From an optimization exercise on the open Yosys and OpenROAD flow, aimed at small area, a short achievable clock period and few clock cycles; shortcuts taken in it are not production practice.
Only simulation tests tie the RTL to the original design; equivalence was not proved.
Power is estimated from default activity; no workload was simulated.

==> flow/design.v <==
module sdr_frame_tx (
    input  wire       clk,
    input  wire       rst,
    input  wire       in_valid,
    output wire       in_ready,
    input  wire [7:0] in_data,
    output wire       out_valid,
    input  wire       out_ready,
    output wire [7:0] out_data,
    output wire       done
);
    localparam [2:0]  T_NONE = 3'd0,    
                      T_TRAIN = 3'd1, T_START = 3'd2, T_DATA = 3'd3,
                      T_PARITY = 3'd4, T_END = 3'd5, T_DONE = 3'd6;
    function automatic [6:0] lfsr8(input [6:0] st);
        integer j;
        reg [6:0] r;
        begin
            r = st;
            for (j = 0; j < 8; j = j + 1)
                r = {r[0] ^ r[4], r[6:1]};
            lfsr8 = r;
        end
    endfunction
    function automatic [6:0] ham_enc(input [3:0] d);
        ham_enc = {d, d[3] ^ d[2] ^ d[0], d[3] ^ d[1] ^ d[0], d[2] ^ d[1] ^ d[0]};
    endfunction
    function automatic [31:0] crc_nib(input [31:0] r0, input [3:0] d);
        integer j;
        reg [31:0] r;
        begin
            r = r0 ^ {28'd0, d};
            for (j = 0; j < 4; j = j + 1)
                r = r[0] ? ((r >> 1) ^ 32'hEDB88320) : (r >> 1);
            crc_nib = r;
        end
    endfunction
    function automatic [7:0] eos_byte(input [3:0] j);
        eos_byte = (j == 4'd0 || j == 4'd5) ? 8'h45 :
                   (j == 4'd1 || j == 4'd6) ? 8'h4F :
                   (j == 4'd2 || j == 4'd7) ? 8'h53 :
                   (j == 4'd3 || j == 4'd8) ? 8'h00 : 8'hFF;
    endfunction
    reg  [95:0] br_q;      
    reg  [95:0] ar_q;      
    reg  [4:0]  ph_q;      
    reg  [31:0] crc_q;
    reg  [6:0]  ks_q;      
    reg  [5:0]  cur_q;     
    reg  [7:0]  od_q;      
    reg         ov_q;
    reg  [2:0]  ft_q;      
    reg  [2:0]  slot_q;    
    reg         gini_q;    
    reg         eosm_q;    
    reg  [3:0]  fill_q;    
    reg         full_q;    
    reg         rdy_q;     
    reg         done_q;
    assign out_valid = ov_q;
    assign out_data  = od_q;
    assign in_ready  = rdy_q;
    assign done      = done_q;
    wire is_d = (ft_q == T_DATA);
    wire is_p = (ft_q == T_PARITY);
    wire pay  = (cur_q >= 6'd23) && (cur_q <= 6'd42);
    wire ring = (cur_q >= 6'd23) && (cur_q <= 6'd46);    
    wire [5:0] pidx = (cur_q >= 6'd23) ? cur_q - 6'd23 : cur_q + 6'd1;
    wire aligned = (ph_q == pidx[4:0]);
    wire [7:0] gid = br_q[95:88];     
    wire can  = (ft_q != T_DONE) && !(ft_q == T_NONE && cur_q == 6'd20) &&
                (cur_q < 6'd21 || cur_q > 6'd46 || aligned);
    wire main_free = !ov_q || out_ready;
    wire ld   = can && main_free;
    wire take = in_valid && rdy_q;
    wire [3:0] onib = (is_d ? br_q[95:92] : 4'd0) | (is_p ? ar_q[95:92] : 4'd0);
    wire [3:0] cnib = ph_q[0] ? ((is_d ? br_q[3:0] : 4'd0) | (is_p ? ar_q[3:0] : 4'd0))
                              : ((is_d ? br_q[91:88] : 4'd0) | (is_p ? ar_q[91:88] : 4'd0));
    wire [31:0] crc_f = ~crc_q;
    wire [7:0]  key   = {ks_q[0], ks_q[1], ks_q[2], ks_q[3], ks_q[4], ks_q[5], ks_q[6],
                         ks_q[0] ^ ks_q[4]};
    reg [7:0] vb;
    always @* begin
        vb = 8'h00;
        if (pay)
            vb = {1'b0, ham_enc(onib)};
        else case (cur_q)
            6'd20: vb = {5'd0, ft_q};
            6'd21: vb = (is_d || is_p) ? gid : 8'h00;
            6'd22: vb = {5'd0, is_p, 1'b0, 1'b0} | (is_d ? {5'd0, slot_q} : 8'h00);
            6'd43, 6'd44, 6'd45, 6'd46: vb = crc_f[31:24];
            default: vb = 8'h00;
        endcase
    end
    reg [7:0] fb;
    always @* begin
        if (ring)
            fb = key ^ vb;
        else if (cur_q == 6'd20)
            fb = 8'hFE ^ vb;
        else if (cur_q == 6'd21)
            fb = 8'h3B ^ vb;
        else if (cur_q == 6'd22)
            fb = 8'h14 ^ vb;
        else if (cur_q == 6'd47)
            fb = 8'h00;
        else if (cur_q[5:2] == 4'd4)
            fb = (cur_q[1:0] == 2'd0) ? 8'h1A : (cur_q[1:0] == 2'd1) ? 8'hCF :
                 (cur_q[1:0] == 2'd2) ? 8'hFC : 8'h1D;
        else
            fb = 8'hAA;
    end
    wire upd       = ld && pay && is_d;             
    wire frame_end = ld && (cur_q == 6'd47);
    wire       gw    = (ph_q == 5'd22) && (gini_q || (ld && is_p && cur_q == 6'd21));
    wire [7:0] gid_w = (gini_q || gid == 8'd255) ? 8'd1 : gid + 8'd1;
    wire [3:0] ahead = (slot_q != 3'd0) ? ar_q[95:92] : 4'd0;
    always @(posedge clk) begin
        br_q <= {take ? in_data[3:0] : gw ? gid_w[3:0] : br_q[91:88], br_q[87:0],
                 take ? in_data[7:4] : gw ? gid_w[7:4] : br_q[95:92]};
        ar_q <= {ar_q[91:0], upd ? ahead ^ br_q[95:92] : ar_q[95:92]};
        crc_q <= (ph_q < 5'd20) ? crc_nib(crc_q, cnib) : {crc_q[23:0], 8'hFF};
        ks_q <= (ph_q == 5'd23) ? 7'h7D : lfsr8(ks_q);
        if (rst)
            od_q <= 8'h00;
        else if (ld)
            od_q <= fb;
    end
    wire [4:0] ph_n   = (ph_q == 5'd23) ? 5'd0 : ph_q + 5'd1;
    wire [3:0] fill_n = take ? ((fill_q == 4'd9) ? 4'd0 : fill_q + 4'd1) : fill_q;
    wire       full_n = take ? (fill_q == 4'd9) : (full_q && !(ld && is_d && cur_q == 6'd46));
    always @(posedge clk) begin
        if (rst) begin
            ph_q   <= 5'd1;      
            cur_q  <= 6'd0;
            ov_q   <= 1'b0;
            ft_q   <= T_TRAIN;
            slot_q <= 3'd0;
            gini_q <= 1'b1;
            fill_q <= 4'd0;
            full_q <= 1'b0;
            rdy_q  <= 1'b0;
            done_q <= 1'b0;
        end else begin
            ph_q   <= ph_n;
            if (ph_q == 5'd22)
                gini_q <= 1'b0;
            fill_q <= fill_n;
            full_q <= full_n;
            rdy_q  <= !full_n && (ph_n == {fill_n, 1'b0});
            done_q <= (ft_q == T_DONE) && !ov_q;
            if (main_free)
                ov_q <= ld;
            if (ld)
                cur_q <= (cur_q == 6'd47) ? 6'd0 : cur_q + 6'd1;
            if (ft_q == T_NONE && full_q) begin
                if (eosm_q)
                    ft_q  <= (slot_q != 3'd0) ? T_PARITY : T_END;
                else
                    ft_q  <= T_DATA;
            end
            if (frame_end) begin
                case (ft_q)
                    T_TRAIN: begin
                        slot_q <= (slot_q == 3'd3) ? 3'd0 : slot_q + 3'd1;
                        if (slot_q == 3'd3) ft_q <= T_START;
                    end
                    T_START: begin
                        slot_q <= (slot_q == 3'd2) ? 3'd0 : slot_q + 3'd1;
                        if (slot_q == 3'd2) ft_q <= T_NONE;
                    end
                    T_DATA: begin
                        slot_q <= slot_q + 3'd1;
                        ft_q   <= (slot_q == 3'd3) ? T_PARITY : T_NONE;
                    end
                    T_PARITY: begin
                        slot_q <= 3'd0;
                        ft_q   <= T_NONE;    
                    end
                    default: begin
                        slot_q <= slot_q + 3'd1;
                        if (slot_q == 3'd2) ft_q <= T_DONE;
                    end
                endcase
            end
        end
    end
    always @(posedge clk)
        if (take)
            eosm_q <= (fill_q == 4'd0 || eosm_q) && (in_data == eos_byte(fill_q));
endmodule
clock: 15.0 ns
lec_check: 0
cap_margin: 20
core_margin: 2
core_utilization: 65
cts_cluster_diameter: 70
cts_cluster_size: 28
slew_margin: 20
standard.sh (not shown) runs the stock make flow with config.mk's settings and CLKGATE_MAP_FILE= SYNTH_SCRIPT=/design/flow/synth_recipe.tcl, a recipe that flattens the netlist after the stock synthesis.
==> flow/flow/run.sh <==
#!/bin/bash
# Standard layout (standard.sh's make command), with two changes that keep the
# constraints as they are:
#  - synthesis maps the logic with an area-oriented ABC script (area.abc);
#  - timing repair aims well below the 15 ns clock period (setup margin 11 ns).
set -euo pipefail
cd "$(dirname "$0")/.."
W=$(pwd)
export SETUP_SLACK_MARGIN=11
export AREA_ABC_SCRIPT=$W/flow/area.abc
export FLOW_SYNTH_TCL=$W/synth_recipe.tcl
sed "s#SYNTH_SCRIPT=[^ ]*synth_recipe.tcl#SYNTH_SCRIPT=$W/flow/area_synth.tcl#" standard.sh > area_standard.sh
grep -q "SYNTH_SCRIPT=$W/flow/area_synth.tcl" area_standard.sh
bash area_standard.sh > standard_make.log 2>&1
==> flow/flow/area.abc <==
&get -n
&st
&dch
&nf -R 1000 -p
&put
==> flow/flow/area_synth.tcl <==
# The standard flow's synthesis (synth_recipe.tcl, sourced unchanged), with only the ABC
# mapping script replaced by an area-oriented one (flow/area.abc). The
# registers, their names and cell types come out as in the standard
# synthesis; only the combinational mapping differs.
proc abc {args} {
  set i [lsearch $args -script]
  if {$i >= 0} {
    set args [lreplace $args [expr {$i + 1}] [expr {$i + 1}] $::env(AREA_ABC_SCRIPT)]
  }
  yosys abc {*}$args
}
source $::env(FLOW_SYNTH_TCL)
Testbench counts at the start, summed over its fixed seeds: cycles 32,648.
Next try:
==> flow/flow/area.abc (replaced) <==
&get -n
&st
&dch
&nf -R 1000 -p -E 100
&put
Result: Cell count decreases by about 0.5%; maximum frequency shrinks by about 0.5%; register-to-register slack is worse by 0.13 ns; power increases by about 2%; area after synthesis stays flat; cell area goes up by 0.44%; worst hold slack is better by 0.0047 ns; routed wire length shrinks by about 2%; worst setup slack got worse by 0.020 ns; via count is about the same.
Next try:
--- a/flow/flow/run.sh
+++ b/flow/flow/run.sh
@@ -9,2 +9,3 @@
 export SETUP_SLACK_MARGIN=11
+export BUFFER_PORTS_ARGS="-buffer_cell sky130_fd_sc_hd__buf_1"
 export AREA_ABC_SCRIPT=$W/flow/area.abc
==> flow/flow/area.abc (replaced) <==
&get -n
&st
&dch
&nf -R 1000 -p
&put
Clock skew rose by 0.0077 ns.
Total power shrinks by 3.3%.
Design area went down by 2.2%.
Count of clock-buffer cells in the layout fell by 2.
Sequential power falls by about 0.4%.
Core utilization goes down by 1.7 points.
Cell count hardly moves.
Combinational power decreases by about 2%.
Via count goes down by 2.0%.
Die area stays flat.

## afterwards: timing with drivers on the ports
How much do the figures lean on ideal ports? The routed layouts below were timed once more, with nothing changed but the port constraints.
Step 1 assumes that a clkbuf_16 drives the clock port and a buf_2 every other input.
Step 2 also shifts input and output timing later by t, the mid clock arrival at the registers, as if the neighbouring blocks saw the same clock.
a / b / c = no drivers / after step 1 / after step 2; a / b = the first two.
run | t (ns) | setup slack, ns | latest minus earliest clock arrival (ns)
the first run | 0.521 | 11.051 / 11.007 / 10.597 | 0.019 / 0.020
the second run | 0.524 | 11.031 / 11.015 / 10.523 | 0.021 / 0.021
the third run | 0.522 | 11.023 / 10.981 / 10.610 | 0.021 / 0.021
After both steps setup and hold are still met in every run listed. The setup slack of the second run, which loses most, moves by -0.016 ns with the drivers and by -0.508 ns with both steps.
